This is an optimization exercise on Yosys and OpenROAD, whose aim is small area and a short achievable clock period, not a production implementation.
The RTL was checked by simulation tests, not by an equivalence proof against the original design.

<file path="flow/run.sh">
#!/bin/bash
# Own layout flow: the standard flow, except
#  - technology mapping by ABC without its blanket up-sizing (flow/abc_area.script),
#  - the smallest buffer cell on the input and output ports,
#  - timing repair aiming at a shorter period than the clock's, so that only
#    the critical paths get larger cells.
# Each tool's output goes to a log of its own in this folder.
set -euo pipefail
here=$(pwd)
margin=124
rm -rf "$here/scripts_own"
cp -r "$FLOW_HOME/scripts" "$here/scripts_own"
cp "$here/flow/abc_area.script" "$here/scripts_own/abc_area.script"
bash standard.sh SCRIPTS_DIR="$here/scripts_own" synth > "$here/synth.log" 2>&1
bash standard.sh "BUFFER_PORTS_ARGS=-buffer_cell sky130_fd_sc_hd__buf_1" \
    "SETUP_SLACK_MARGIN=$margin" finish > "$here/layout.log" 2>&1
</file>
<file path="flow/abc_area.script">
strash
dch
map -B 0.9
topo
stime -c
</file>
<file path="standard.sh">
#!/bin/bash
# synth_recipe.tcl (not shown) runs the flow's synth.tcl, then flattens the netlist and writes it again
# the make line also repeats each setting of config.mk as NAME=value (left out here)
make -C /OpenROAD-flow-scripts/flow DESIGN_CONFIG=/design/flow/config.mk WORK_HOME=/design/flow/orfs CLKGATE_MAP_FILE= SYNTH_SCRIPT=/design/flow/synth_recipe.tcl "${@:-finish}"
</file>
<file path="config.mk">
export PLATFORM = sky130hd
export DESIGN_NAME = fixed_point_field_packer
export DESIGN_NICKNAME = fixed_point_field_packer
export VERILOG_FILES = /design/flow/design.v
export SDC_FILE = /design/flow/constraint.sdc
export NUM_CORES = 4
export LEC_CHECK = 0
export ABC_AREA = 1
export CAP_MARGIN = 20
export CORE_AREA = 2.3 2.72 431.02 429.76
export DIE_AREA = 0 0 433.33 433.33
export PLACE_DENSITY = 0.6
export SLEW_MARGIN = 20
</file>
<file path="constraint.sdc">
create_clock -name core_clock -period 180.0 [get_ports {clk}]
set_input_delay 36.0000 -clock core_clock [delete_from_list [all_inputs] [get_ports {clk}]]
set_output_delay 36.0000 -clock core_clock [all_outputs]
set_load 0.01 [all_outputs]
</file>
<file path="design.v">
module fpfp_divrows #(
    parameter HI = 25,
    parameter LO = 0
) (
    input  wire [7:0]     r_in,     
    input  wire [HI:LO]   x,        
    input  wire [7:0]     inj,      
    input  wire [6:0]     t7,       
    output reg  [7:0]     r_out,
    output reg  [HI:LO]   q
);
    reg [7:0] r, rn;
    reg [6:0] z, zn, m;
    reg       c, xb, ssel;
    integer k, i;
    always @* begin
        r = r_in;
        for (i = 0; i < 7; i = i + 1) z[i] = ~|(r_in & ((8'd2 << i) - 8'd1));
        for (k = HI; k >= LO; k = k - 1) begin
            xb = x[k];
            c  = r[7] | ((r[6] | (xb & inj[7])) & (~z[5] | (xb & ~inj[7])));
            q[k] = c;
            for (i = 0; i < 7; i = i + 1)
                m[i] = c ? (~xb & t7[i] & ((i < 2) ? 1'b1 : z[(i < 2) ? 0 : i-2]))
                         : (xb & inj[i]);
            rn[0] = m[0];
            for (i = 1; i < 7; i = i + 1) rn[i] = r[i-1] ^ m[i];
            rn[7] = c ? (r[7] & xb) : (r[6] | (xb & inj[7]));
            ssel = xb ? (c & ~r[7]) : ~c;
            if (ssel)            zn = {z[5:0], 1'b1};
            else if (xb & c)     zn = 7'h7F;
            else                 zn = ~t7;
            r = rn; z = zn;
        end
        r_out = r;
    end
endmodule
module fpfp_divconst (
    input  wire [2:0] h,
    output wire [7:0] inj,
    output wire [6:0] t7
);
    genvar i;
    generate
        for (i = 0; i < 8; i = i + 1) begin : g_inj
            assign inj[i] = (h == 3'd7 - i);
        end
        for (i = 0; i < 7; i = i + 1) begin : g_t7
            assign t7[i] = (h >= 3'd7 - i);
        end
    endgenerate
endmodule
module fpfp_addsmall #(
    parameter W = 31
) (
    input  wire [W-1:0] x,
    input  wire [3:0]   d,        
    output reg  [W-1:0] y
);
    wire [4:0] lo = {2'b00, x[2:0]} + {d[3], d};
    wire       inc = ~lo[4] & lo[3];             
    wire       dec = lo[4];                      
    reg [W-1:0] hi_ones, hi_zeros;      
    integer k, j;
    always @* begin
        y[2:0] = lo[2:0];
        for (k = 3; k < W; k = k + 1) begin
            hi_ones[k] = 1'b1; hi_zeros[k] = 1'b1;
            for (j = 3; j < k; j = j + 1) begin
                hi_ones[k]  = hi_ones[k] & x[j];
                hi_zeros[k] = hi_zeros[k] & ~x[j];
            end
            y[k] = x[k] ^ ((inc & hi_ones[k]) | (dec & hi_zeros[k]));
        end
        hi_ones[2:0] = 3'd0; hi_zeros[2:0] = 3'd0;
    end
endmodule
module fpfp_frac_fin (
    input  wire        s,
    input  wire [7:0]  e,
    input  wire [23:0] M,        
    input  wire [2:0]  h,
    input  wire        sub,
    input  wire [25:0] Z,        
    input  wire        nz,       
    output wire [31:0] y
);
    wire        e_ff   = &e;
    wire        fz     = ~|M[22:0];
    wire        t_nan  = e_ff & ~fz;
    wire        t_inf  = e_ff & fz;
    wire        t_zero = ~M[23] & fz;
    wire [3:0]  eh     = {1'b0, e[2:0]} + {1'b0, h};
    wire        ovf    = (&e[7:3]) & (eh >= 4'd7);        
    wire        e1     = ~|e[7:1];
    wire [6:0]  hm    = ~(7'h7F >> h);
    wire        caseA = e1 | (|(M[22:16] & hm));
    wire [2:0]  wl  = {M[0], 2'b00} - Z[2:0] - {2'd0, nz};
    wire        lsb = caseA ? wl[2] : wl[1];
    wire        g   = caseA ? wl[1] : wl[0];
    wire        st  = caseA ? (wl[0] | nz) : nz;
    wire        rup = g & (st | lsb);
    wire [24:0] zh   = caseA ? {1'b0, Z[25:3], 1'b0} : {Z[25:3], 2'b00};
    wire [1:0]  zl   = caseA ? {1'b0, Z[2]} : Z[2:1];
    wire        zc   = caseA ? ((|Z[1:0]) | nz) : (Z[0] | nz);
    wire [24:0] Mc   = caseA ? {1'b0, M} : {M, 1'b0};
    wire [7:0]  ebase = e1 ? 8'd0 : (e - {6'd0, ~caseA, caseA});
    wire [3:0]  dl    = {3'd0, rup} - {3'd0, zc} - {2'd0, zl};      
    wire [24:0] ym     = Mc - zh;
    wire [30:0] fr_hi  = {ebase + {6'd0, ym[24:23]}, ym[22:0]};
    wire [30:0] fr_mag;
    fpfp_addsmall #(.W(31)) u_fr (.x(fr_hi), .d(dl), .y(fr_mag));
    wire [24:0] diff;
    fpfp_addsmall #(.W(25)) u_df (.x(zh), .d(4'd0 - dl), .y(diff));
    wire [7:0]  elim = ebase;
    wire [2:0]  sh   = ((elim[7:3] == 5'd0) && (elim[2:0] < h)) ? elim[2:0] : h;
    wire [24:0] dn   = diff << sh;
    wire [30:0] sub_mag = {(elim - {5'd0, sh}) + {6'd0, dn[24:23]}, dn[22:0]};
    wire        dnz  = |diff;
    reg [31:0] fr, sb;
    always @* begin
        if (t_nan)       fr = 32'h7FC00000;
        else if (t_inf)  fr = {s, 8'hFF, 23'd0};
        else if (t_zero) fr = {s, 31'd0};
        else if (ovf)    fr = {s, 8'hFF, 23'd0};
        else             fr = {s, fr_mag};
        if (t_nan | t_inf) sb = 32'h7FC00000;
        else if (t_zero)   sb = 32'd0;
        else if (ovf)      sb = {~s, 8'hFF, 23'd0};
        else               sb = {s & dnz, sub_mag};
    end
    assign y = sub ? sb : fr;
endmodule
module fixed_point_field_packer #(
    parameter W_REGION = 4
) (
    input  wire                clk,
    input  wire                rst,           
    input  wire                req_valid,
    input  wire [31:0]         cmd,
    input  wire [63:0]         a,
    input  wire [63:0]         b,
    input  wire [63:0]         f_pt,
    input  wire [63:0]         f_eta,
    input  wire [63:0]         f_phi,
    input  wire [63:0]         f_hoe,
    input  wire [63:0]         f_hoeflag,
    input  wire [63:0]         f_iso,
    input  wire [63:0]         f_isoflag,
    input  wire [63:0]         f_fb,
    input  wire [63:0]         f_timing,
    input  wire [63:0]         f_shapeflag,
    input  wire [63:0]         f_brems,
    input  wire [W_REGION-1:0] f_region,
    output reg                 rsp_valid,
    output reg                 o_illegal,
    output wire [63:0]         o_word,
    output wire [W_REGION-1:0] o_region,
    output wire [64:0]         o_ival,
    output reg                 o_sign,
    output wire [63:0]         o_mag,
    output wire                o_ok,
    output wire [31:0]         o_fval,
    output wire [11:0]         d_pt,
    output wire [31:0]         d_ptfloat,
    output wire [15:0]         d_eta,
    output wire [15:0]         d_phi,
    output wire [15:0]         d_etatc,
    output wire [15:0]         d_phitc,
    output wire                d_etasign,
    output wire                d_phisign,
    output wire [6:0]          d_etamag,
    output wire [5:0]          d_phimag,
    output wire [3:0]          d_hoe,
    output wire [1:0]          d_hoeflag,
    output wire [2:0]          d_iso,
    output wire [1:0]          d_isoflag,
    output wire [5:0]          d_fb,
    output wire [4:0]          d_timing,
    output wire [1:0]          d_shapeflag,
    output wire [1:0]          d_brems,
    output wire                d_isostandalone,
    output wire                d_isoloosetrack,
    output wire                d_shapestandalone,
    output wire                d_shapeloosetrack,
    output wire [W_REGION-1:0] d_region,
    output wire [31:0]         e_hwpt,
    output wire [15:0]         e_hweta,
    output wire [15:0]         e_hwphi,
    output wire                e_isembigger,
    output wire [2:0]          e_hoecode,
    output wire [31:0]         e_hwempt
);
    localparam KDIV = 8;    
    localparam OP_EXTU  = 5'h00, OP_EXTSM = 5'h01, OP_EXTTC = 5'h02,
               OP_PACKU = 5'h03, OP_SMENC = 5'h04, OP_SMDEC = 5'h05,
               OP_ENCPF = 5'h08, OP_ENCV1 = 5'h09, OP_ENCV2 = 5'h0A,
               OP_ENCV3 = 5'h0B, OP_DECPF = 5'h0C, OP_DECV1 = 5'h0D,
               OP_DECV2 = 5'h0E, OP_DECV3 = 5'h0F, OP_CHKPF = 5'h10,
               OP_CHKV1 = 5'h11, OP_CHKV2 = 5'h12, OP_CHKV3 = 5'h13,
               OP_ZERO  = 5'h14, OP_FRAC  = 5'h18, OP_SPLIT = 5'h19,
               OP_EMUEM = 5'h1A, OP_EMUHD = 5'h1B;
    wire [4:0] op  = cmd[4:0];
    wire [5:0] off = cmd[10:5];
    wire [6:0] wid = cmd[17:11];
    wire [5:0] sbp = cmd[23:18];
    wire [7:0] rsv = cmd[31:24];
    wire [7:0] ow  = {2'b00, off} + {1'b0, wid};
    reg legal;
    always @* begin
        if (rsv != 8'd0) legal = 1'b0;
        else case (op)
            OP_EXTU, OP_PACKU:
                legal = (sbp == 6'd0) && (ow <= 8'd64);
            OP_EXTTC:
                legal = (sbp == 6'd0) && (ow <= 8'd64) && (wid != 7'd0);
            OP_EXTSM:
                legal = (ow <= 8'd64) && !((sbp >= off) && ({2'b00, sbp} < ow));
            OP_SMENC, OP_SMDEC:
                legal = (off == 6'd0) && (sbp == 6'd0) && (wid <= 7'd64);
            OP_ENCPF, OP_ENCV1, OP_ENCV2, OP_ENCV3,
            OP_DECPF, OP_DECV1, OP_DECV2, OP_DECV3,
            OP_CHKPF, OP_CHKV1, OP_CHKV2, OP_CHKV3,
            OP_ZERO, OP_FRAC, OP_SPLIT, OP_EMUEM, OP_EMUHD:
                legal = (cmd[23:5] == 19'd0);
            default:
                legal = 1'b0;
        endcase
    end
    wire is_extsm = (op == OP_EXTSM);
    wire is_exttc = (op == OP_EXTTC);
    wire is_pack  = (op == OP_PACKU);
    wire is_smenc = (op == OP_SMENC);
    wire is_smdec = (op == OP_SMDEC);
    wire is_enc   = (op[4:2] == 3'b010);
    wire is_dec   = (op[4:2] == 3'b011);
    wire is_emu   = (op[4:1] == 4'b1101);
    wire keep_a   = is_dec | (op[4] & (op[3:2] != 2'b01));    
    wire [7:0]  mn    = is_pack ? {1'b0, wid} : (keep_a ? 8'd64 : ow);
    wire       m_all = |mn[7:6];
    reg [7:0]  m_hi, m_heq, m_lo;
    reg [63:0] mask;
    integer t;
    always @* begin
        for (t = 0; t < 8; t = t + 1) begin
            m_hi[t]  = m_all | (mn[5:3] > t[2:0]);
            m_heq[t] = ~m_all & (mn[5:3] == t[2:0]);
            m_lo[t]  = mn[2:0] > t[2:0];
        end
        for (t = 0; t < 64; t = t + 1)
            mask[t] = m_hi[t/8] | (m_heq[t/8] & m_lo[t%8]);
    end
    wire [63:0] am    = a & mask;
    wire [5:0]  bidx  = is_extsm ? sbp : (ow[5:0] - 6'd1);
    wire        bsel  = a[bidx];                    
    wire        inv   = is_extsm ? ~bsel :
                        is_smdec ? ~b[0] :
                        is_smenc ? (a[63] & (|am)) : 1'b0;
    wire        fill  = is_exttc ? bsel : (inv & ~is_smenc);
    wire        inc   = inv;
    wire        eta_pos = !f_eta[63] && (f_eta != 64'd0);
    wire [6:0]  eta_abs = f_eta[63] ? (7'd0 - f_eta[6:0]) : f_eta[6:0];
    wire        phi_pos = !f_phi[63] && (f_phi != 64'd0);
    wire [5:0]  phi_abs = f_phi[63] ? (6'd0 - f_phi[5:0]) : f_phi[5:0];
    wire [63:0] enc_pf = {34'd0, f_hoe[3:0], f_phi[6:0], f_eta[6:0], f_pt[11:0]};
    wire [63:0] enc_v1 = {12'd0, f_brems[1:0], f_shapeflag[1:0], f_timing[4:0],
                          f_fb[5:0], f_isoflag[1:0], f_iso[2:0], f_hoeflag[1:0],
                          f_hoe[3:0], f_phi[6:0], f_eta[6:0], f_pt[11:0]};
    wire [63:0] enc_v3 = {11'd0, f_brems[1:0], f_shapeflag[1:0], f_timing[4:0],
                          f_fb[5:0], f_isoflag[1:0], f_iso[2:0], f_hoeflag[1:0],
                          f_hoe[3:0], phi_pos, phi_abs, eta_pos, eta_abs,
                          f_pt[11:0]};
    wire [63:0] enc_w  = (op[1:0] == 2'b00) ? enc_pf :
                         (op[1:0] == 2'b11) ? enc_v3 : enc_v1;
    reg [63:0] pre;
    integer i;
    always @* begin
        for (i = 0; i < 64; i = i + 1) begin
            if (is_enc)       pre[i] = enc_w[63-i];
            else if (is_pack) pre[i] = am[63-i];
            else              pre[i] = mask[i] ? (a[i] ^ inv) : fill;
        end
    end
    wire [127:0] shx = {{64{fill}}, pre} >> off;
    reg [3:0]  pmsb;
    integer j;
    always @* begin
        pmsb = 4'd0;
        for (j = 0; j < 12; j = j + 1)
            if (a[j]) pmsb = j[3:0];
    end
    wire [11:0] pnrm = a[11:0] << (4'd11 - pmsb);
    wire [63:0] a_in = {(is_dec | is_emu) ? pnrm[10:0] : shx[63:53], shx[52:0]};
    wire [2:0]  fh   = op[1] ? a[30:28] : (op[0] ? b[3:1] : b[2:0]);
    wire        fsub = op[1] ? ~a[27] : (op[0] & ~b[0]);
    wire [23:0] fm   = op[1] ? {|a[11:0], pnrm[10:0], 12'd0} : {|a[30:23], a[22:0]};
    wire [7:0]  inj_p;
    wire [6:0]  t7_p;
    fpfp_divconst u_dc_p (.h(fh), .inj(inj_p), .t7(t7_p));
    wire [7:0]  r_p;
    wire [25:KDIV] q_p;
    wire [25:0] x_p = {fm, 2'b00};
    fpfp_divrows #(.HI(25), .LO(KDIV)) u_rows_p (
        .r_in(8'd0), .x(x_p[25:KDIV]), .inj(inj_p), .t7(t7_p),
        .r_out(r_p), .q(q_p)
    );
    reg [63:0]     A;
    reg            r_fill, r_inc;
    reg [1:0]      r_op;
    reg [W_REGION-1:0] r_region;
    reg [2:0]      r_h;
    reg            r_sub;
    reg [7:0]      r_rem;
    reg [25:KDIV]  r_q;
    always @(posedge clk) begin
        if (rst) rsp_valid <= 1'b0;
        else     rsp_valid <= req_valid;
    end
    always @(posedge clk) begin
        o_illegal <= !legal;
        o_sign    <= !a[63] && (a != 64'd0);
        A         <= a_in;
        r_fill    <= fill;
        r_inc     <= inc;
        r_op      <= op[1:0];
        r_region  <= f_region;
        r_h       <= fh;
        r_sub     <= fsub;
        r_rem     <= r_p;
        r_q       <= q_p;
    end
    genvar g;
    generate
        for (g = 0; g < 64; g = g + 1) begin : g_rev
            assign o_word[g] = A[63-g];
        end
    endgenerate
    reg [7:0]  byte_ones;
    reg [8:0]  byte_c;
    reg [64:0] ival;
    reg        run;
    integer u, v;
    always @* begin
        for (u = 0; u < 8; u = u + 1) byte_ones[u] = &A[8*u +: 8];
        byte_c[0] = r_inc;
        for (u = 0; u < 8; u = u + 1) byte_c[u+1] = byte_c[u] & byte_ones[u];
        for (u = 0; u < 8; u = u + 1) begin
            run = byte_c[u];
            for (v = 0; v < 8; v = v + 1) begin
                ival[8*u+v] = A[8*u+v] ^ run;
                run = run & A[8*u+v];
            end
        end
        ival[64] = r_fill ^ byte_c[8];
    end
    assign o_ival   = ival;
    assign o_mag    = o_ival[63:0];
    assign o_region = r_region;
    assign d_region = r_region;
    wire r_v3 = (r_op == 2'b11);
    wire r_v2 = (r_op == 2'b10);
    wire r_pf = (r_op == 2'b00);
    assign o_ok = (A[63:52] == 12'd0) && (!r_pf || (A[51:31] == 21'd0));
    reg [3:0] qmsb;
    integer m;
    always @* begin
        qmsb = 4'd0;
        for (m = 0; m < 12; m = m + 1)
            if (A[m]) qmsb = m[3:0];
    end
    wire        pt_nz  = |A[11:0];
    wire [7:0]  pt_exp = pt_nz ? (8'd126 + {4'd0, qmsb}) : 8'd0;
    wire [31:0] ptf    = {1'b0, pt_exp, A[63:53], 12'd0};
    wire [6:0]  eta_m  = A[18:12];
    wire [5:0]  phi_m  = A[25:20];
    wire [15:0] v3_eta = A[19] ? {9'd0, eta_m} : (16'd0 - {9'd0, eta_m});
    wire [15:0] v3_phi = A[26] ? {10'd0, phi_m} : (16'd0 - {10'd0, phi_m});
    assign d_pt      = A[11:0];
    assign d_ptfloat = ptf;
    assign d_eta     = r_v3 ? v3_eta :
                       r_v2 ? {8'd0, A[19:12]} : {9'd0, A[18:12]};
    assign d_phi     = r_v3 ? v3_phi :
                       r_pf ? {{9{A[25]}}, A[25:19]} : {9'd0, A[25:19]};
    assign d_etatc   = r_v2 ? {{8{A[19]}}, A[19:12]} : {{9{A[18]}}, A[18:12]};
    assign d_phitc   = {{9{A[25]}}, A[25:19]};
    assign d_etasign = A[19];
    assign d_phisign = A[26];
    assign d_etamag  = A[18:12];
    assign d_phimag  = A[25:20];
    assign d_hoe       = r_v3 ? A[30:27] : A[29:26];
    assign d_hoeflag   = r_v3 ? A[32:31] : A[31:30];
    assign d_iso       = r_v3 ? A[35:33] : A[34:32];
    assign d_isoflag   = r_v3 ? A[37:36] : A[36:35];
    assign d_fb        = r_v3 ? A[43:38] : A[42:37];
    assign d_timing    = r_v3 ? A[48:44] : A[47:43];
    assign d_shapeflag = r_v3 ? A[50:49] : A[49:48];
    assign d_brems     = r_v3 ? A[52:51] : A[51:50];
    assign d_isostandalone   = d_isoflag[0];
    assign d_isoloosetrack   = d_isoflag[1];
    assign d_shapestandalone = d_shapeflag[0];
    assign d_shapeloosetrack = d_shapeflag[1];
    assign e_hwpt       = ptf;
    assign e_hweta      = {v3_eta[13:0], 2'b00};
    assign e_hwphi      = {v3_phi[13:0], 2'b00};
    assign e_isembigger = A[27];
    assign e_hoecode    = A[30:28];
    wire        f_emu = r_op[1];
    wire [23:0] fm_q  = f_emu ? {pt_nz, A[63:53], 12'd0} : {|A[30:23], A[22:0]};
    wire [7:0]  fe_q  = f_emu ? pt_exp : A[30:23];
    wire        fs_q  = ~f_emu & A[31];
    wire [7:0]  inj_q;
    wire [6:0]  t7_q;
    fpfp_divconst u_dc_q (.h(r_h), .inj(inj_q), .t7(t7_q));
    wire [7:0]  r_f;
    wire [25:0] zq;
    wire [25:0] x_q = {fm_q, 2'b00};
    fpfp_divrows #(.HI(KDIV-1), .LO(0)) u_rows_q (
        .r_in(r_rem), .x(x_q[KDIV-1:0]), .inj(inj_q), .t7(t7_q),
        .r_out(r_f), .q(zq[KDIV-1:0])
    );
    assign zq[25:KDIV] = r_q;
    wire [31:0] fr_y;
    fpfp_frac_fin u_fin (
        .s(fs_q), .e(fe_q), .M(fm_q), .h(r_h), .sub(r_sub),
        .Z(zq), .nz(|r_f), .y(fr_y)
    );
    assign o_fval   = fr_y;
    assign e_hwempt = fr_y;
endmodule
</file>
==> impl_metrics.csv, run 1 <==
group,metric,value,unit
detailed_routing,drt_iter0_drc,4625,
synthesis,synth_area_leaders,"nand2_1 18%, o21ai_0 14%, clkinv_1 8.9%, dfxtp_1 7.6%, buf_4 7.0%",
floorplan,fp.dieH,433,um
cells_and_area,final.fill_count,21908,
cells_and_area,syn_to_final_growth,20.1,%
cells_and_area,regArea,2110,um^2
sta,drv_slew,0,
grt,grt_pass1_wl,270000,um
clock_tree,clk_path_buf_depth,2,
clock_tree,cts_tree,"yes",
sta,fmax,18.4,MHz
synthesis,synthDistinctLibCells,49,
sta,final_hold_viol_count,0,
synthesis,ys_seq_elements,105,
grt,overflow,0,
sta,post-route-min-period,54390,ps
place,hpwlAfterDp,174000,um
detailed_routing,wl_per_cell,24.8,um
detailed_routing,remaining_drc_errors,0,
worst_setup_path,end_kind,"output pin",
detailed_routing,vias_per_cell,4.71,
sta,tightest_slew,1150,ps
synthesis,synth.most_common_cell,"nand2_1",
cells_and_area,finalNonFillerCells,8184,
clock_tree,path_clk_slew,90,ps
synthesis,synthArstFlopShare,0,
synthesis,yosysWarnings,6,
worst_setup_path,cp_slowest_stage_delay,600,ps
job,maxCapViolCount,0,
outcome,status,"complete, no violations",
synthesis,yosys.area.top_type,"nand2_1",
synthesis,syn_area_per_cell,5.50,um^2
floorplan,die_area,188000,um^2
worst_setup_path,crit_type,"reg -> out",
clock_tree,cts-root-buf,"clkbuf_16",
synthesis,synth_top_cell_area_share,0.184,
place,place.gp.congestion,1.05,
cells_and_area,drive_gt1_frac,0.0441,
synthesis,netlist_top_cells_count,"1,356 x nand2_1, 772 x o21ai_0, 660 x clkinv_1",
place,placed_cell_area,32600,um^2
place,placement.io_buffers,732,
worst_setup_path,cp.arrival,18390,ps
min_path,min_path_cells,1,
worst_setup_path,crit_required,144000,ps
detailed_routing,routed_wl,203000,um
worst_setup_path,crit_fanout,14,
sta,fin_setup_tns,0,ps
sta,fin_crit_sh,0.302,
worst_setup_path,start_kind,"flip-flop",
clock_tree,cts_hold_buf,0,
floorplan,die-width,433,um
floorplan,coreArea,183000,um^2
detailed_routing,antenna_left,0,
detailed_routing,first_pass_iters,9,
floorplan,rows,157,
sta,setup_viol_count_final,0,
floorplan,io_pins,1361,
synthesis,syn_inst,5040,
min_path,hp-class,"in -> reg",
synthesis,syn_area,27700,um^2
cells_and_area,multi_input_area,21500,um^2
grt,antenna_found_initial,68,
sta,maxSlewHeadroom,0.232,
synthesis,synth_ff_type,"dfxtp_1",
clock_tree,cts_made_buffers,9,
clock_tree,cts.sinks,105,
sta,rsz0062_at_grt,"false",
synthesis,synth_edf_count,0,
place,dp_cells,8118,
floorplan,start_util,0.151,
synthesis,yosysSeqAreaShare,0.0758,
grt,first_global_vias,33751,
cells_and_area,design_area,33300,um^2
worst_setup_path,crit_path_top_delay_cell,"fa_1",
cells_and_area,nNetsFinal,6705,
sta,holdWs,35680,ps
worst_setup_path,crit_top_cell,"clkinv_1",
grt,grt_usage,0.206,
detailed_routing,vias,38526,
grt,grt_max_degree,85,
clock_tree,htree_levels,3,
## final timing paths
path,from,to
worst max-delay path,r_h[2]$_DFF_P_,o_fval[30]
worst min-delay path,f_region[3],r_region[3]$_DFF_P_
## stage by stage
stage,setup WS (ps),util
floorplan,125180,-
finish,125610,0.182
detailed placement,120860,0.178
CTS,124010,0.180
global placement,120640,0.178
global route,123960,0.182
## logic make-up after synthesis
| kind of cell | synth area share |
|---|---|
| muxes | 0.0101 |
| AOI/OAI and AO/OA | 0.267 |
| xor gates and xnor gates | 0.0701 |
| DFF | 0.0758 |
| adders and majority gates | 0.0704 |
| and+or+nand+nor | 0.347 |
| buffers and inverters | 0.159 |
| other | 0.000135 |
## critical path: cells and delay by family, from the launching register on
kind | cells | cell delay (ps)
and+or+nand+nor | 44 | 5240
DFF | 1 | 300
AOI/OAI and AO/OA | 27 | 4300
xor gates and xnor gates | 6 | 1410
adders and majority gates | 10 | 3210
buffers and inverters | 32 | 3500
## routing by layer
metal | part of all wire | track usage
met1 | 0.36 | 0.232
met3 | 0.098 | 0.0566
met2 | 0.43 | 0.317
met5 | 0.00080 | 0
met4 | 0.10 | 0.181
## area by class of cell
type / count / area share
antenna: 32 / 0.00241
clock buffer: 9 / 0.00676
clock inverter: 6 / 0.00252
inverter: 660 / 0.0747
multi-input combinational: 4047 / 0.646
sequential: 105 / 0.0633
tap: 2464 / 0.0926
timing repair buffer: 861 / 0.112
## timing repair
item / CTS / global route
setup endpoints to repair: 46 / 18
pin swaps: 1 / 10
buffers inserted: 3 / 16
resized for setup: 23 / 38
## cell usage in the layout, fill, tap and decap left out, drive strengths merged, types with 32 or more instances in the layout
master,n
nand2,1356
buf,855
o21ai,772
clkinv,653
nor2,379
nand3,305
a21oi,224
xor2,171
ha,140
dfxtp,105
nor3,92
nor4,70
nand4,55
xnor2,51
o211ai,49
o22ai,45
diode,32
## flip-flops by register name (all words and copies together) (netlist names)
signal     flops
o_sign         1
r_h            3
r_op           2
r_sub          1
r_inc          1
A             64
r_q           18
o_illegal      1
rsp_valid      1
r_fill         1
r_region       4
r_rem          8
==> run 2: changes to the inputs <==
--- a/design.v
+++ b/design.v
@@ -52,27 +52,2 @@
 endmodule
-module fpfp_addsmall #(
-    parameter W = 31
-) (
-    input  wire [W-1:0] x,
-    input  wire [3:0]   d,        
-    output reg  [W-1:0] y
-);
-    wire [4:0] lo = {2'b00, x[2:0]} + {d[3], d};
-    wire       inc = ~lo[4] & lo[3];             
-    wire       dec = lo[4];                      
-    reg [W-1:0] hi_ones, hi_zeros;      
-    integer k, j;
-    always @* begin
-        y[2:0] = lo[2:0];
-        for (k = 3; k < W; k = k + 1) begin
-            hi_ones[k] = 1'b1; hi_zeros[k] = 1'b1;
-            for (j = 3; j < k; j = j + 1) begin
-                hi_ones[k]  = hi_ones[k] & x[j];
-                hi_zeros[k] = hi_zeros[k] & ~x[j];
-            end
-            y[k] = x[k] ^ ((inc & hi_ones[k]) | (dec & hi_zeros[k]));
-        end
-        hi_ones[2:0] = 3'd0; hi_zeros[2:0] = 3'd0;
-    end
-endmodule
 module fpfp_frac_fin (
@@ -97,19 +72,17 @@
     wire        caseA = e1 | (|(M[22:16] & hm));
-    wire [2:0]  wl  = {M[0], 2'b00} - Z[2:0] - {2'd0, nz};
-    wire        lsb = caseA ? wl[2] : wl[1];
-    wire        g   = caseA ? wl[1] : wl[0];
-    wire        st  = caseA ? (wl[0] | nz) : nz;
-    wire        rup = g & (st | lsb);
-    wire [24:0] zh   = caseA ? {1'b0, Z[25:3], 1'b0} : {Z[25:3], 2'b00};
-    wire [1:0]  zl   = caseA ? {1'b0, Z[2]} : Z[2:1];
-    wire        zc   = caseA ? ((|Z[1:0]) | nz) : (Z[0] | nz);
-    wire [24:0] Mc   = caseA ? {1'b0, M} : {M, 1'b0};
+    wire [24:0] zh    = caseA ? {1'b0, Z[25:3], 1'b0} : {Z[25:3], 2'b00};
+    wire [24:0] Mc    = caseA ? {1'b0, M} : {M, 1'b0};
     wire [7:0]  ebase = e1 ? 8'd0 : (e - {6'd0, ~caseA, caseA});
-    wire [3:0]  dl    = {3'd0, rup} - {3'd0, zc} - {2'd0, zl};      
     wire [24:0] ym     = Mc - zh;
     wire [30:0] fr_hi  = {ebase + {6'd0, ym[24:23]}, ym[22:0]};
-    wire [30:0] fr_mag;
-    fpfp_addsmall #(.W(31)) u_fr (.x(fr_hi), .d(dl), .y(fr_mag));
-    wire [24:0] diff;
-    fpfp_addsmall #(.W(25)) u_df (.x(zh), .d(4'd0 - dl), .y(diff));
+    wire [27:0] fr_up  = fr_hi[30:3] + 28'd1;
+    wire [27:0] fr_dn  = fr_hi[30:3] - 28'd1;
+    wire [4:0]  fr_lo;
+    fpfp_round_fr u_rfr (.i({caseA, Z[2:0], nz, M[0], ym[2:0]}), .o(fr_lo));
+    wire [30:0] fr_mag = {fr_lo[4] ? fr_dn : (fr_lo[3] ? fr_up : fr_hi[30:3]), fr_lo[2:0]};
+    wire [21:0] zh_up = zh[24:3] + 22'd1;
+    wire [21:0] zh_dn = zh[24:3] - 22'd1;
+    wire [4:0]  df_lo;
+    fpfp_round_df u_rdf (.i({caseA, Z[4:0], nz, M[0]}), .o(df_lo));
+    wire [24:0] diff = {df_lo[4] ? zh_dn : (df_lo[3] ? zh_up : zh[24:3]), df_lo[2:0]};
     wire [7:0]  elim = ebase;
@@ -117,3 +90,6 @@
     wire [24:0] dn   = diff << sh;
-    wire [30:0] sub_mag = {(elim - {5'd0, sh}) + {6'd0, dn[24:23]}, dn[22:0]};
+    wire [7:0]  se0  = elim - {5'd0, sh};
+    wire [7:0]  se1  = se0 + 8'd1;
+    wire [7:0]  se2  = se0 + 8'd2;
+    wire [30:0] sub_mag = {dn[24] ? se2 : (dn[23] ? se1 : se0), dn[22:0]};
     wire        dnz  = |diff;
@@ -133,2 +109,790 @@
 endmodule
+module fpfp_round_fr (
+    input  wire [8:0] i,
+    output reg  [4:0] o       
+);
+    always @* begin
+        case (i)
+            9'd0: o = 5'd0;
+            9'd1: o = 5'd1;
+            9'd2: o = 5'd2;
+            9'd3: o = 5'd3;
+            9'd4: o = 5'd4;
+            9'd5: o = 5'd5;
+            9'd6: o = 5'd6;
+            9'd7: o = 5'd7;
+            9'd8: o = 5'd0;
+            9'd9: o = 5'd1;
+            9'd10: o = 5'd2;
+            9'd11: o = 5'd3;
+            9'd12: o = 5'd4;
+            9'd13: o = 5'd5;
+            9'd14: o = 5'd6;
+            9'd15: o = 5'd7;
+            9'd16: o = 5'd0;
+            9'd17: o = 5'd1;
+            9'd18: o = 5'd2;
+            9'd19: o = 5'd3;
+            9'd20: o = 5'd4;
+            9'd21: o = 5'd5;
+            9'd22: o = 5'd6;
+            9'd23: o = 5'd7;
+            9'd24: o = 5'd0;
+            9'd25: o = 5'd1;
+            9'd26: o = 5'd2;
+            9'd27: o = 5'd3;
+            9'd28: o = 5'd4;
+            9'd29: o = 5'd5;
+            9'd30: o = 5'd6;
+            9'd31: o = 5'd7;
+            9'd32: o = 5'd0;
+            9'd33: o = 5'd1;
+            9'd34: o = 5'd2;
+            9'd35: o = 5'd3;
+            9'd36: o = 5'd4;
+            9'd37: o = 5'd5;
+            9'd38: o = 5'd6;
+            9'd39: o = 5'd7;
+            9'd40: o = 5'd0;
+            9'd41: o = 5'd1;
+            9'd42: o = 5'd2;
+            9'd43: o = 5'd3;
+            9'd44: o = 5'd4;
+            9'd45: o = 5'd5;
+            9'd46: o = 5'd6;
+            9'd47: o = 5'd7;
+            9'd48: o = 5'd23;
+            9'd49: o = 5'd0;
+            9'd50: o = 5'd1;
+            9'd51: o = 5'd2;
+            9'd52: o = 5'd3;
+            9'd53: o = 5'd4;
+            9'd54: o = 5'd5;
+            9'd55: o = 5'd6;
+            9'd56: o = 5'd23;
+            9'd57: o = 5'd0;
+            9'd58: o = 5'd1;
+            9'd59: o = 5'd2;
+            9'd60: o = 5'd3;
+            9'd61: o = 5'd4;
+            9'd62: o = 5'd5;
+            9'd63: o = 5'd6;
+            9'd64: o = 5'd23;
+            9'd65: o = 5'd0;
+            9'd66: o = 5'd1;
+            9'd67: o = 5'd2;
+            9'd68: o = 5'd3;
+            9'd69: o = 5'd4;
+            9'd70: o = 5'd5;
+            9'd71: o = 5'd6;
+            9'd72: o = 5'd23;
+            9'd73: o = 5'd0;
+            9'd74: o = 5'd1;
+            9'd75: o = 5'd2;
+            9'd76: o = 5'd3;
+            9'd77: o = 5'd4;
+            9'd78: o = 5'd5;
+            9'd79: o = 5'd6;
+            9'd80: o = 5'd23;
+            9'd81: o = 5'd0;
+            9'd82: o = 5'd1;
+            9'd83: o = 5'd2;
+            9'd84: o = 5'd3;
+            9'd85: o = 5'd4;
+            9'd86: o = 5'd5;
+            9'd87: o = 5'd6;
+            9'd88: o = 5'd23;
+            9'd89: o = 5'd0;
+            9'd90: o = 5'd1;
+            9'd91: o = 5'd2;
+            9'd92: o = 5'd3;
+            9'd93: o = 5'd4;
+            9'd94: o = 5'd5;
+            9'd95: o = 5'd6;
+            9'd96: o = 5'd22;
+            9'd97: o = 5'd23;
+            9'd98: o = 5'd0;
+            9'd99: o = 5'd1;
+            9'd100: o = 5'd2;
+            9'd101: o = 5'd3;
+            9'd102: o = 5'd4;
+            9'd103: o = 5'd5;
+            9'd104: o = 5'd22;
+            9'd105: o = 5'd23;
+            9'd106: o = 5'd0;
+            9'd107: o = 5'd1;
+            9'd108: o = 5'd2;
+            9'd109: o = 5'd3;
+            9'd110: o = 5'd4;
+            9'd111: o = 5'd5;
+            9'd112: o = 5'd22;
+            9'd113: o = 5'd23;
+            9'd114: o = 5'd0;
+            9'd115: o = 5'd1;
+            9'd116: o = 5'd2;
+            9'd117: o = 5'd3;
+            9'd118: o = 5'd4;
+            9'd119: o = 5'd5;
+            9'd120: o = 5'd22;
+            9'd121: o = 5'd23;
+            9'd122: o = 5'd0;
+            9'd123: o = 5'd1;
+            9'd124: o = 5'd2;
+            9'd125: o = 5'd3;
+            9'd126: o = 5'd4;
+            9'd127: o = 5'd5;
+            9'd128: o = 5'd22;
+            9'd129: o = 5'd23;
+            9'd130: o = 5'd0;
+            9'd131: o = 5'd1;
+            9'd132: o = 5'd2;
+            9'd133: o = 5'd3;
+            9'd134: o = 5'd4;
+            9'd135: o = 5'd5;
+            9'd136: o = 5'd22;
+            9'd137: o = 5'd23;
+            9'd138: o = 5'd0;
+            9'd139: o = 5'd1;
+            9'd140: o = 5'd2;
+            9'd141: o = 5'd3;
+            9'd142: o = 5'd4;
+            9'd143: o = 5'd5;
+            9'd144: o = 5'd22;
+            9'd145: o = 5'd23;
+            9'd146: o = 5'd0;
+            9'd147: o = 5'd1;
+            9'd148: o = 5'd2;
+            9'd149: o = 5'd3;
+            9'd150: o = 5'd4;
+            9'd151: o = 5'd5;
+            9'd152: o = 5'd22;
+            9'd153: o = 5'd23;
+            9'd154: o = 5'd0;
+            9'd155: o = 5'd1;
+            9'd156: o = 5'd2;
+            9'd157: o = 5'd3;
+            9'd158: o = 5'd4;
+            9'd159: o = 5'd5;
+            9'd160: o = 5'd22;
+            9'd161: o = 5'd23;
+            9'd162: o = 5'd0;
+            9'd163: o = 5'd1;
+            9'd164: o = 5'd2;
+            9'd165: o = 5'd3;
+            9'd166: o = 5'd4;
+            9'd167: o = 5'd5;
+            9'd168: o = 5'd22;
+            9'd169: o = 5'd23;
+            9'd170: o = 5'd0;
+            9'd171: o = 5'd1;
+            9'd172: o = 5'd2;
+            9'd173: o = 5'd3;
+            9'd174: o = 5'd4;
+            9'd175: o = 5'd5;
+            9'd176: o = 5'd21;
+            9'd177: o = 5'd22;
+            9'd178: o = 5'd23;
+            9'd179: o = 5'd0;
+            9'd180: o = 5'd1;
+            9'd181: o = 5'd2;
+            9'd182: o = 5'd3;
+            9'd183: o = 5'd4;
+            9'd184: o = 5'd21;
+            9'd185: o = 5'd22;
+            9'd186: o = 5'd23;
+            9'd187: o = 5'd0;
+            9'd188: o = 5'd1;
+            9'd189: o = 5'd2;
+            9'd190: o = 5'd3;
+            9'd191: o = 5'd4;
+            9'd192: o = 5'd21;
+            9'd193: o = 5'd22;
+            9'd194: o = 5'd23;
+            9'd195: o = 5'd0;
+            9'd196: o = 5'd1;
+            9'd197: o = 5'd2;
+            9'd198: o = 5'd3;
+            9'd199: o = 5'd4;
+            9'd200: o = 5'd21;
+            9'd201: o = 5'd22;
+            9'd202: o = 5'd23;
+            9'd203: o = 5'd0;
+            9'd204: o = 5'd1;
+            9'd205: o = 5'd2;
+            9'd206: o = 5'd3;
+            9'd207: o = 5'd4;
+            9'd208: o = 5'd21;
+            9'd209: o = 5'd22;
+            9'd210: o = 5'd23;
+            9'd211: o = 5'd0;
+            9'd212: o = 5'd1;
+            9'd213: o = 5'd2;
+            9'd214: o = 5'd3;
+            9'd215: o = 5'd4;
+            9'd216: o = 5'd21;
+            9'd217: o = 5'd22;
+            9'd218: o = 5'd23;
+            9'd219: o = 5'd0;
+            9'd220: o = 5'd1;
+            9'd221: o = 5'd2;
+            9'd222: o = 5'd3;
+            9'd223: o = 5'd4;
+            9'd224: o = 5'd20;
+            9'd225: o = 5'd21;
+            9'd226: o = 5'd22;
+            9'd227: o = 5'd23;
+            9'd228: o = 5'd0;
+            9'd229: o = 5'd1;
+            9'd230: o = 5'd2;
+            9'd231: o = 5'd3;
+            9'd232: o = 5'd20;
+            9'd233: o = 5'd21;
+            9'd234: o = 5'd22;
+            9'd235: o = 5'd23;
+            9'd236: o = 5'd0;
+            9'd237: o = 5'd1;
+            9'd238: o = 5'd2;
+            9'd239: o = 5'd3;
+            9'd240: o = 5'd20;
+            9'd241: o = 5'd21;
+            9'd242: o = 5'd22;
+            9'd243: o = 5'd23;
+            9'd244: o = 5'd0;
+            9'd245: o = 5'd1;
+            9'd246: o = 5'd2;
+            9'd247: o = 5'd3;
+            9'd248: o = 5'd20;
+            9'd249: o = 5'd21;
+            9'd250: o = 5'd22;
+            9'd251: o = 5'd23;
+            9'd252: o = 5'd0;
+            9'd253: o = 5'd1;
+            9'd254: o = 5'd2;
+            9'd255: o = 5'd3;
+            9'd256: o = 5'd0;
+            9'd257: o = 5'd1;
+            9'd258: o = 5'd2;
+            9'd259: o = 5'd3;
+            9'd260: o = 5'd4;
+            9'd261: o = 5'd5;
+            9'd262: o = 5'd6;
+            9'd263: o = 5'd7;
+            9'd264: o = 5'd0;
+            9'd265: o = 5'd1;
+            9'd266: o = 5'd2;
+            9'd267: o = 5'd3;
+            9'd268: o = 5'd4;
+            9'd269: o = 5'd5;
+            9'd270: o = 5'd6;
+            9'd271: o = 5'd7;
+            9'd272: o = 5'd0;
+            9'd273: o = 5'd1;
+            9'd274: o = 5'd2;
+            9'd275: o = 5'd3;
+            9'd276: o = 5'd4;
+            9'd277: o = 5'd5;
+            9'd278: o = 5'd6;
+            9'd279: o = 5'd7;
+            9'd280: o = 5'd0;
+            9'd281: o = 5'd1;
+            9'd282: o = 5'd2;
+            9'd283: o = 5'd3;
+            9'd284: o = 5'd4;
+            9'd285: o = 5'd5;
+            9'd286: o = 5'd6;
+            9'd287: o = 5'd7;
+            9'd288: o = 5'd0;
+            9'd289: o = 5'd1;
+            9'd290: o = 5'd2;
+            9'd291: o = 5'd3;
+            9'd292: o = 5'd4;
+            9'd293: o = 5'd5;
+            9'd294: o = 5'd6;
+            9'd295: o = 5'd7;
+            9'd296: o = 5'd0;
+            9'd297: o = 5'd1;
+            9'd298: o = 5'd2;
+            9'd299: o = 5'd3;
+            9'd300: o = 5'd4;
+            9'd301: o = 5'd5;
+            9'd302: o = 5'd6;
+            9'd303: o = 5'd7;
+            9'd304: o = 5'd0;
+            9'd305: o = 5'd1;
+            9'd306: o = 5'd2;
+            9'd307: o = 5'd3;
+            9'd308: o = 5'd4;
+            9'd309: o = 5'd5;
+            9'd310: o = 5'd6;
+            9'd311: o = 5'd7;
+            9'd312: o = 5'd0;
+            9'd313: o = 5'd1;
+            9'd314: o = 5'd2;
+            9'd315: o = 5'd3;
+            9'd316: o = 5'd4;
+            9'd317: o = 5'd5;
+            9'd318: o = 5'd6;
+            9'd319: o = 5'd7;
+            9'd320: o = 5'd0;
+            9'd321: o = 5'd1;
+            9'd322: o = 5'd2;
+            9'd323: o = 5'd3;
+            9'd324: o = 5'd4;
+            9'd325: o = 5'd5;
+            9'd326: o = 5'd6;
+            9'd327: o = 5'd7;
+            9'd328: o = 5'd23;
+            9'd329: o = 5'd0;
+            9'd330: o = 5'd1;
+            9'd331: o = 5'd2;
+            9'd332: o = 5'd3;
+            9'd333: o = 5'd4;
+            9'd334: o = 5'd5;
+            9'd335: o = 5'd6;
+            9'd336: o = 5'd23;
+            9'd337: o = 5'd0;
+            9'd338: o = 5'd1;
+            9'd339: o = 5'd2;
+            9'd340: o = 5'd3;
+            9'd341: o = 5'd4;
+            9'd342: o = 5'd5;
+            9'd343: o = 5'd6;
+            9'd344: o = 5'd23;
+            9'd345: o = 5'd0;
+            9'd346: o = 5'd1;
+            9'd347: o = 5'd2;
+            9'd348: o = 5'd3;
+            9'd349: o = 5'd4;
+            9'd350: o = 5'd5;
+            9'd351: o = 5'd6;
+            9'd352: o = 5'd23;
+            9'd353: o = 5'd0;
+            9'd354: o = 5'd1;
+            9'd355: o = 5'd2;
+            9'd356: o = 5'd3;
+            9'd357: o = 5'd4;
+            9'd358: o = 5'd5;
+            9'd359: o = 5'd6;
+            9'd360: o = 5'd23;
+            9'd361: o = 5'd0;
+            9'd362: o = 5'd1;
+            9'd363: o = 5'd2;
+            9'd364: o = 5'd3;
+            9'd365: o = 5'd4;
+            9'd366: o = 5'd5;
+            9'd367: o = 5'd6;
+            9'd368: o = 5'd23;
+            9'd369: o = 5'd0;
+            9'd370: o = 5'd1;
+            9'd371: o = 5'd2;
+            9'd372: o = 5'd3;
+            9'd373: o = 5'd4;
+            9'd374: o = 5'd5;
+            9'd375: o = 5'd6;
+            9'd376: o = 5'd23;
+            9'd377: o = 5'd0;
+            9'd378: o = 5'd1;
+            9'd379: o = 5'd2;
+            9'd380: o = 5'd3;
+            9'd381: o = 5'd4;
+            9'd382: o = 5'd5;
+            9'd383: o = 5'd6;
+            9'd384: o = 5'd23;
+            9'd385: o = 5'd0;
+            9'd386: o = 5'd1;
+            9'd387: o = 5'd2;
+            9'd388: o = 5'd3;
+            9'd389: o = 5'd4;
+            9'd390: o = 5'd5;
+            9'd391: o = 5'd6;
+            9'd392: o = 5'd23;
+            9'd393: o = 5'd0;
+            9'd394: o = 5'd1;
+            9'd395: o = 5'd2;
+            9'd396: o = 5'd3;
+            9'd397: o = 5'd4;
+            9'd398: o = 5'd5;
+            9'd399: o = 5'd6;
+            9'd400: o = 5'd23;
+            9'd401: o = 5'd0;
+            9'd402: o = 5'd1;
+            9'd403: o = 5'd2;
+            9'd404: o = 5'd3;
+            9'd405: o = 5'd4;
+            9'd406: o = 5'd5;
+            9'd407: o = 5'd6;
+            9'd408: o = 5'd23;
+            9'd409: o = 5'd0;
+            9'd410: o = 5'd1;
+            9'd411: o = 5'd2;
+            9'd412: o = 5'd3;
+            9'd413: o = 5'd4;
+            9'd414: o = 5'd5;
+            9'd415: o = 5'd6;
+            9'd416: o = 5'd23;
+            9'd417: o = 5'd0;
+            9'd418: o = 5'd1;
+            9'd419: o = 5'd2;
+            9'd420: o = 5'd3;
+            9'd421: o = 5'd4;
+            9'd422: o = 5'd5;
+            9'd423: o = 5'd6;
+            9'd424: o = 5'd23;
+            9'd425: o = 5'd0;
+            9'd426: o = 5'd1;
+            9'd427: o = 5'd2;
+            9'd428: o = 5'd3;
+            9'd429: o = 5'd4;
+            9'd430: o = 5'd5;
+            9'd431: o = 5'd6;
+            9'd432: o = 5'd23;
+            9'd433: o = 5'd0;
+            9'd434: o = 5'd1;
+            9'd435: o = 5'd2;
+            9'd436: o = 5'd3;
+            9'd437: o = 5'd4;
+            9'd438: o = 5'd5;
+            9'd439: o = 5'd6;
+            9'd440: o = 5'd23;
+            9'd441: o = 5'd0;
+            9'd442: o = 5'd1;
+            9'd443: o = 5'd2;
+            9'd444: o = 5'd3;
+            9'd445: o = 5'd4;
+            9'd446: o = 5'd5;
+            9'd447: o = 5'd6;
+            9'd448: o = 5'd22;
+            9'd449: o = 5'd23;
+            9'd450: o = 5'd0;
+            9'd451: o = 5'd1;
+            9'd452: o = 5'd2;
+            9'd453: o = 5'd3;
+            9'd454: o = 5'd4;
+            9'd455: o = 5'd5;
+            9'd456: o = 5'd23;
+            9'd457: o = 5'd0;
+            9'd458: o = 5'd1;
+            9'd459: o = 5'd2;
+            9'd460: o = 5'd3;
+            9'd461: o = 5'd4;
+            9'd462: o = 5'd5;
+            9'd463: o = 5'd6;
+            9'd464: o = 5'd22;
+            9'd465: o = 5'd23;
+            9'd466: o = 5'd0;
+            9'd467: o = 5'd1;
+            9'd468: o = 5'd2;
+            9'd469: o = 5'd3;
+            9'd470: o = 5'd4;
+            9'd471: o = 5'd5;
+            9'd472: o = 5'd22;
+            9'd473: o = 5'd23;
+            9'd474: o = 5'd0;
+            9'd475: o = 5'd1;
+            9'd476: o = 5'd2;
+            9'd477: o = 5'd3;
+            9'd478: o = 5'd4;
+            9'd479: o = 5'd5;
+            9'd480: o = 5'd22;
+            9'd481: o = 5'd23;
+            9'd482: o = 5'd0;
+            9'd483: o = 5'd1;
+            9'd484: o = 5'd2;
+            9'd485: o = 5'd3;
+            9'd486: o = 5'd4;
+            9'd487: o = 5'd5;
+            9'd488: o = 5'd22;
+            9'd489: o = 5'd23;
+            9'd490: o = 5'd0;
+            9'd491: o = 5'd1;
+            9'd492: o = 5'd2;
+            9'd493: o = 5'd3;
+            9'd494: o = 5'd4;
+            9'd495: o = 5'd5;
+            9'd496: o = 5'd22;
+            9'd497: o = 5'd23;
+            9'd498: o = 5'd0;
+            9'd499: o = 5'd1;
+            9'd500: o = 5'd2;
+            9'd501: o = 5'd3;
+            9'd502: o = 5'd4;
+            9'd503: o = 5'd5;
+            9'd504: o = 5'd22;
+            9'd505: o = 5'd23;
+            9'd506: o = 5'd0;
+            9'd507: o = 5'd1;
+            9'd508: o = 5'd2;
+            9'd509: o = 5'd3;
+            9'd510: o = 5'd4;
+            9'd511: o = 5'd5;
+            default: o = 5'd0;
+        endcase
+    end
+endmodule
+module fpfp_round_df (
+    input  wire [7:0] i,
+    output reg  [4:0] o       
+);
+    always @* begin
+        case (i)
+            8'd0: o = 5'd0;
+            8'd1: o = 5'd0;
+            8'd2: o = 5'd0;
+            8'd3: o = 5'd0;
+            8'd4: o = 5'd0;
+            8'd5: o = 5'd0;
+            8'd6: o = 5'd1;
+            8'd7: o = 5'd1;
+            8'd8: o = 5'd1;
+            8'd9: o = 5'd1;
+            8'd10: o = 5'd1;
+            8'd11: o = 5'd1;
+            8'd12: o = 5'd2;
+            8'd13: o = 5'd2;
+            8'd14: o = 5'd2;
+            8'd15: o = 5'd2;
+            8'd16: o = 5'd2;
+            8'd17: o = 5'd2;
+            8'd18: o = 5'd2;
+            8'd19: o = 5'd2;
+            8'd20: o = 5'd2;
+            8'd21: o = 5'd2;
+            8'd22: o = 5'd3;
+            8'd23: o = 5'd3;
+            8'd24: o = 5'd3;
+            8'd25: o = 5'd3;
+            8'd26: o = 5'd3;
+            8'd27: o = 5'd3;
+            8'd28: o = 5'd4;
+            8'd29: o = 5'd4;
+            8'd30: o = 5'd4;
+            8'd31: o = 5'd4;
+            8'd32: o = 5'd4;
+            8'd33: o = 5'd4;
+            8'd34: o = 5'd4;
+            8'd35: o = 5'd4;
+            8'd36: o = 5'd4;
+            8'd37: o = 5'd4;
+            8'd38: o = 5'd5;
+            8'd39: o = 5'd5;
+            8'd40: o = 5'd5;
+            8'd41: o = 5'd5;
+            8'd42: o = 5'd5;
+            8'd43: o = 5'd5;
+            8'd44: o = 5'd6;
+            8'd45: o = 5'd6;
+            8'd46: o = 5'd6;
+            8'd47: o = 5'd6;
+            8'd48: o = 5'd6;
+            8'd49: o = 5'd6;
+            8'd50: o = 5'd6;
+            8'd51: o = 5'd6;
+            8'd52: o = 5'd6;
+            8'd53: o = 5'd6;
+            8'd54: o = 5'd7;
+            8'd55: o = 5'd7;
+            8'd56: o = 5'd7;
+            8'd57: o = 5'd7;
+            8'd58: o = 5'd7;
+            8'd59: o = 5'd7;
+            8'd60: o = 5'd8;
+            8'd61: o = 5'd8;
+            8'd62: o = 5'd8;
+            8'd63: o = 5'd8;
+            8'd64: o = 5'd0;
+            8'd65: o = 5'd0;
+            8'd66: o = 5'd0;
+            8'd67: o = 5'd0;
+            8'd68: o = 5'd0;
+            8'd69: o = 5'd0;
+            8'd70: o = 5'd1;
+            8'd71: o = 5'd1;
+            8'd72: o = 5'd1;
+            8'd73: o = 5'd1;
+            8'd74: o = 5'd1;
+            8'd75: o = 5'd1;
+            8'd76: o = 5'd2;
+            8'd77: o = 5'd2;
+            8'd78: o = 5'd2;
+            8'd79: o = 5'd2;
+            8'd80: o = 5'd2;
+            8'd81: o = 5'd2;
+            8'd82: o = 5'd2;
+            8'd83: o = 5'd2;
+            8'd84: o = 5'd2;
+            8'd85: o = 5'd2;
+            8'd86: o = 5'd3;
+            8'd87: o = 5'd3;
+            8'd88: o = 5'd3;
+            8'd89: o = 5'd3;
+            8'd90: o = 5'd3;
+            8'd91: o = 5'd3;
+            8'd92: o = 5'd4;
+            8'd93: o = 5'd4;
+            8'd94: o = 5'd4;
+            8'd95: o = 5'd4;
+            8'd96: o = 5'd4;
+            8'd97: o = 5'd4;
+            8'd98: o = 5'd4;
+            8'd99: o = 5'd4;
+            8'd100: o = 5'd4;
+            8'd101: o = 5'd4;
+            8'd102: o = 5'd5;
+            8'd103: o = 5'd5;
+            8'd104: o = 5'd5;
+            8'd105: o = 5'd5;
+            8'd106: o = 5'd5;
+            8'd107: o = 5'd5;
+            8'd108: o = 5'd6;
+            8'd109: o = 5'd6;
+            8'd110: o = 5'd6;
+            8'd111: o = 5'd6;
+            8'd112: o = 5'd6;
+            8'd113: o = 5'd6;
+            8'd114: o = 5'd6;
+            8'd115: o = 5'd6;
+            8'd116: o = 5'd6;
+            8'd117: o = 5'd6;
+            8'd118: o = 5'd7;
+            8'd119: o = 5'd7;
+            8'd120: o = 5'd7;
+            8'd121: o = 5'd7;
+            8'd122: o = 5'd7;
+            8'd123: o = 5'd7;
+            8'd124: o = 5'd8;
+            8'd125: o = 5'd8;
+            8'd126: o = 5'd8;
+            8'd127: o = 5'd8;
+            8'd128: o = 5'd0;
+            8'd129: o = 5'd0;
+            8'd130: o = 5'd0;
+            8'd131: o = 5'd0;
+            8'd132: o = 5'd0;
+            8'd133: o = 5'd0;
+            8'd134: o = 5'd0;
+            8'd135: o = 5'd0;
+            8'd136: o = 5'd0;
+            8'd137: o = 5'd1;
+            8'd138: o = 5'd1;
+            8'd139: o = 5'd1;
+            8'd140: o = 5'd1;
+            8'd141: o = 5'd1;
+            8'd142: o = 5'd1;
+            8'd143: o = 5'd1;
+            8'd144: o = 5'd1;
+            8'd145: o = 5'd1;
+            8'd146: o = 5'd1;
+            8'd147: o = 5'd1;
+            8'd148: o = 5'd1;
+            8'd149: o = 5'd1;
+            8'd150: o = 5'd1;
+            8'd151: o = 5'd1;
+            8'd152: o = 5'd2;
+            8'd153: o = 5'd1;
+            8'd154: o = 5'd2;
+            8'd155: o = 5'd2;
+            8'd156: o = 5'd2;
+            8'd157: o = 5'd2;
+            8'd158: o = 5'd2;
+            8'd159: o = 5'd2;
+            8'd160: o = 5'd2;
+            8'd161: o = 5'd2;
+            8'd162: o = 5'd2;
+            8'd163: o = 5'd2;
+            8'd164: o = 5'd2;
+            8'd165: o = 5'd2;
+            8'd166: o = 5'd2;
+            8'd167: o = 5'd2;
+            8'd168: o = 5'd2;
+            8'd169: o = 5'd3;
+            8'd170: o = 5'd3;
+            8'd171: o = 5'd3;
+            8'd172: o = 5'd3;
+            8'd173: o = 5'd3;
+            8'd174: o = 5'd3;
+            8'd175: o = 5'd3;
+            8'd176: o = 5'd3;
+            8'd177: o = 5'd3;
+            8'd178: o = 5'd3;
+            8'd179: o = 5'd3;
+            8'd180: o = 5'd3;
+            8'd181: o = 5'd3;
+            8'd182: o = 5'd3;
+            8'd183: o = 5'd3;
+            8'd184: o = 5'd4;
+            8'd185: o = 5'd3;
+            8'd186: o = 5'd4;
+            8'd187: o = 5'd4;
+            8'd188: o = 5'd4;
+            8'd189: o = 5'd4;
+            8'd190: o = 5'd4;
+            8'd191: o = 5'd4;
+            8'd192: o = 5'd4;
+            8'd193: o = 5'd4;
+            8'd194: o = 5'd4;
+            8'd195: o = 5'd4;
+            8'd196: o = 5'd4;
+            8'd197: o = 5'd4;
+            8'd198: o = 5'd4;
+            8'd199: o = 5'd4;
+            8'd200: o = 5'd4;
+            8'd201: o = 5'd5;
+            8'd202: o = 5'd5;
+            8'd203: o = 5'd5;
+            8'd204: o = 5'd5;
+            8'd205: o = 5'd5;
+            8'd206: o = 5'd5;
+            8'd207: o = 5'd5;
+            8'd208: o = 5'd5;
+            8'd209: o = 5'd5;
+            8'd210: o = 5'd5;
+            8'd211: o = 5'd5;
+            8'd212: o = 5'd5;
+            8'd213: o = 5'd5;
+            8'd214: o = 5'd5;
+            8'd215: o = 5'd5;
+            8'd216: o = 5'd6;
+            8'd217: o = 5'd5;
+            8'd218: o = 5'd6;
+            8'd219: o = 5'd6;
+            8'd220: o = 5'd6;
+            8'd221: o = 5'd6;
+            8'd222: o = 5'd6;
+            8'd223: o = 5'd6;
+            8'd224: o = 5'd6;
+            8'd225: o = 5'd6;
+            8'd226: o = 5'd6;
+            8'd227: o = 5'd6;
+            8'd228: o = 5'd6;
+            8'd229: o = 5'd6;
+            8'd230: o = 5'd6;
+            8'd231: o = 5'd6;
+            8'd232: o = 5'd6;
+            8'd233: o = 5'd7;
+            8'd234: o = 5'd7;
+            8'd235: o = 5'd7;
+            8'd236: o = 5'd7;
+            8'd237: o = 5'd7;
+            8'd238: o = 5'd7;
+            8'd239: o = 5'd7;
+            8'd240: o = 5'd7;
+            8'd241: o = 5'd7;
+            8'd242: o = 5'd7;
+            8'd243: o = 5'd7;
+            8'd244: o = 5'd7;
+            8'd245: o = 5'd7;
+            8'd246: o = 5'd7;
+            8'd247: o = 5'd7;
+            8'd248: o = 5'd8;
+            8'd249: o = 5'd7;
+            8'd250: o = 5'd8;
+            8'd251: o = 5'd8;
+            8'd252: o = 5'd8;
+            8'd253: o = 5'd8;
+            8'd254: o = 5'd8;
+            8'd255: o = 5'd8;
+            default: o = 5'd0;
+        endcase
+    end
+endmodule
 module fixed_point_field_packer #(
--- a/config.mk
+++ b/config.mk
@@ -10,4 +10,6 @@
 export CORE_AREA = 2.3 2.72 431.02 429.76
+export CTS_CLUSTER_DIAMETER = 40
+export CTS_CLUSTER_SIZE = 8
 export DIE_AREA = 0 0 433.33 433.33
-export PLACE_DENSITY = 0.6
+export PLACE_DENSITY = 0.35
 export SLEW_MARGIN = 20
==> run 2 against run 1 <==
Core utilization shrank 0.24 points; sequential cell count is the same; global-route usage shrank 0.41 points; synthesized cell count is 0.52% lower; maximum frequency increased by 0.97%.
==> impl_metrics.csv, run 2 <==
group,metric,value,unit
grt,grt_usage,0.201,
worst_setup_path,crit_fanout,18,
sta,fin_crit_sh,0.299,
detailed_routing,first_pass_iters,6,
clock_tree,htree_levels,3,
clock_tree,cts_hold_buf,0,
cells_and_area,design_area,32900,um^2
cells_and_area,layout_common_cells,"1,421 x nand2_1, 766 x o21ai_0, 726 x buf_1, 599 x clkinv_1, 382 x nor2_1",
clock_tree,cts_made_buffers,9,
detailed_routing,wl_per_cell,24.3,um
synthesis,synthArstFlopShare,0,
cells_and_area,reg_top3,"A: 64 flops, r_q: 18 flops, r_rem: 8 flops",
grt,first_global_vias,34157,
sta,rsz0062_at_grt,"false",
synthesis,netlist_top_cells_count,"1,422 x nand2_1, 774 x o21ai_0, 600 x clkinv_1",
cells_and_area,largest_reg_flops,64,
grt,antenna_found_initial,44,
cells_and_area,nNetsFinal,6675,
synthesis,syn_area_per_cell,5.45,um^2
detailed_routing,routed_wl,199000,um
synthesis,synth_ff_type,"dfxtp_1",
worst_setup_path,start_kind,"flip-flop",
worst_setup_path,path_buf_inv,15,
synthesis,synth_area_leaders,"nand2_1 20%, o21ai_0 14%, clkinv_1 8.2%, dfxtp_1 7.7%, buf_4 7.1%",
floorplan,fp.dieH,433,um
synthesis,synth_edf_count,0,
grt,grt_pass1_wl,267000,um
detailed_routing,vias_per_cell,4.62,
cells_and_area,mostFrequentLayoutCell,"nand2_1",
place,placement.io_buffers,732,
sta,post-route-min-period,53870,ps
outcome,status,"complete, no violations",
synthesis,yosysWarnings,6,
floorplan,io_pins,1361,
clock_tree,cts.sinks,105,
worst_setup_path,crit_path_top_delay_cell,"dfxtp_1",
synthesis,yosys.area.top_type,"nand2_1",
cells_and_area,finalNonFillerCells,8171,
synthesis,synth_top_cell_area_share,0.195,
synthesis,ys_seq_elements,105,
worst_setup_path,crit_family,"simple AND/OR/NAND/NOR gates",
cells_and_area,final.fill_count,21861,
sta,final_hold_viol_count,0,
floorplan,start_util,0.149,
job,maxCapViolCount,0,
clock_tree,clk_path_buf_depth,2,
clock_tree,cts_tree,"yes",
place,placed_cell_area,32500,um^2
floorplan,coreArea,183000,um^2
synthesis,synthDistinctLibCells,48,
place,hpwlAfterDp,167000,um
detailed_routing,remaining_drc_errors,0,
synthesis,syn_inst,5014,
detailed_routing,antenna_left,0,
grt,grt_max_degree,85,
sta,setup_viol_count_final,0,
grt,overflow,0,
worst_setup_path,end_kind,"output pin",
worst_setup_path,crit_type,"reg -> out",
synthesis,synth.most_common_cell,"nand2_1",
worst_setup_path,cp_slowest_stage_delay,820,ps
detailed_routing,drt_iter0_drc,3050,
cells_and_area,regMostFlops,"A",
floorplan,die_area,188000,um^2
synthesis,syn_area,27300,um^2
cells_and_area,drive_gt1_frac,0.0416,
floorplan,rows,157,
synthesis,yosysSeqAreaShare,0.0769,
clock_tree,cts-root-buf,"clkbuf_16",
sta,tightest_slew,1210,ps
sta,fmax,18.6,MHz
sta,maxSlewHeadroom,0.188,
worst_setup_path,crit_required,144000,ps
place,dp_cells,8125,
worst_setup_path,crit_top_cell,"nand2_1",
sta,drv_slew,0,
detailed_routing,vias,37778,
clock_tree,path_clk_slew,100,ps
sta,fin_setup_tns,0,ps
cells_and_area,syn_to_final_growth,20.2,%
place,place.gp.congestion,0.952,
worst_setup_path,cp.arrival,17870,ps
floorplan,die-width,433,um
min_path,hp-class,"in -> reg",
-- run 2: cell families after synthesis --
logic type / synth area share
AOI/OAI and AO/OA: 0.273
and+or+nand+nor: 0.365
xor gates and xnor gates: 0.0606
buffers and inverters: 0.153
muxes: 0.00989
adders and majority gates: 0.0621
DFF: 0.0769
other: 0.000137
-- run 2: what timing repair did --
item / in CTS / in global routing
gates resized for setup: 0 / 1
setup endpoints to repair: 0 / 2
buffers inserted: 0 / 0
-- run 2: area by class of cell --
cell class	instances	area, um^2	area share
multi-input combinational	4081	21200	0.645
timing repair buffer	875	3830	0.117
tap	2464	3080	0.0938
inverter	600	2250	0.0686
sequential	105	2100	0.0641
clock buffer	10	239	0.00727
antenna	30	75.1	0.00229
clock inverter	6	65.1	0.00198
-- run 2: per-stage QoR --
stage / utilization / hold slack [ps] / setup slack, ps
final: 0.179 / 35680 / 126130
after global routing: 0.179 / 35690 / 124040
after CTS: 0.179 / 35660 / 125940
after detailed placement: 0.177 / 36100 / 126480
after global placement: 0.177 / 36100 / 126410
after floorplan: - / 36030 / 131100
-- run 2: final timing paths --
| path | startpoint | to | slack, ps | cells after the start |
|---|---|---|---|---|
| hold / removal | f_region[0] | r_region[0]$_DFF_P_ | 35680 | 1 |
| setup / recovery | r_h[1]$_DFF_P_ | e_hwempt[30] | 126130 | 78 |
-- run 2: per-layer routing --
metal	share of wire	up-vias	wire length (um)	track usage
met5	0.00088	-	175	0.00572
li1	-	18269	-	-
met1	0.39	17635	77500	0.232
met4	0.077	7	15300	0.148
met2	0.48	1559	95700	0.340
met3	0.051	308	10100	0.0274

## separate check: timing with driven ports
The results above use ideal ports. As a check the final layouts listed here were re-extracted and re-timed, cells and wires unchanged.
Step 1 (the two cells are an assumption about what drives the block):
set clk [get_ports {clk}]
set_driving_cell -lib_cell sky130_fd_sc_hd__clkbuf_16 $clk
set_driving_cell -lib_cell sky130_fd_sc_hd__buf_2 [delete_from_list [all_inputs] $clk]
Step 2 times the ports against the registers' clock, not the clock port: input delays grow and output delays shrink by t, the midpoint of the rising clock arrivals with the driver on.
Slacks: ideal / step 1 / step 2; pairs: ideal / step 1.
run	shift t [ns]	slack for setup (ns)	worst slew at a driven data input, ns
run 1	0.488	125.610 / 125.535 / 126.023	0.27
run 2	0.477	126.132 / 126.066 / 126.543	0.18
After both steps setup and hold are still met in every run listed.
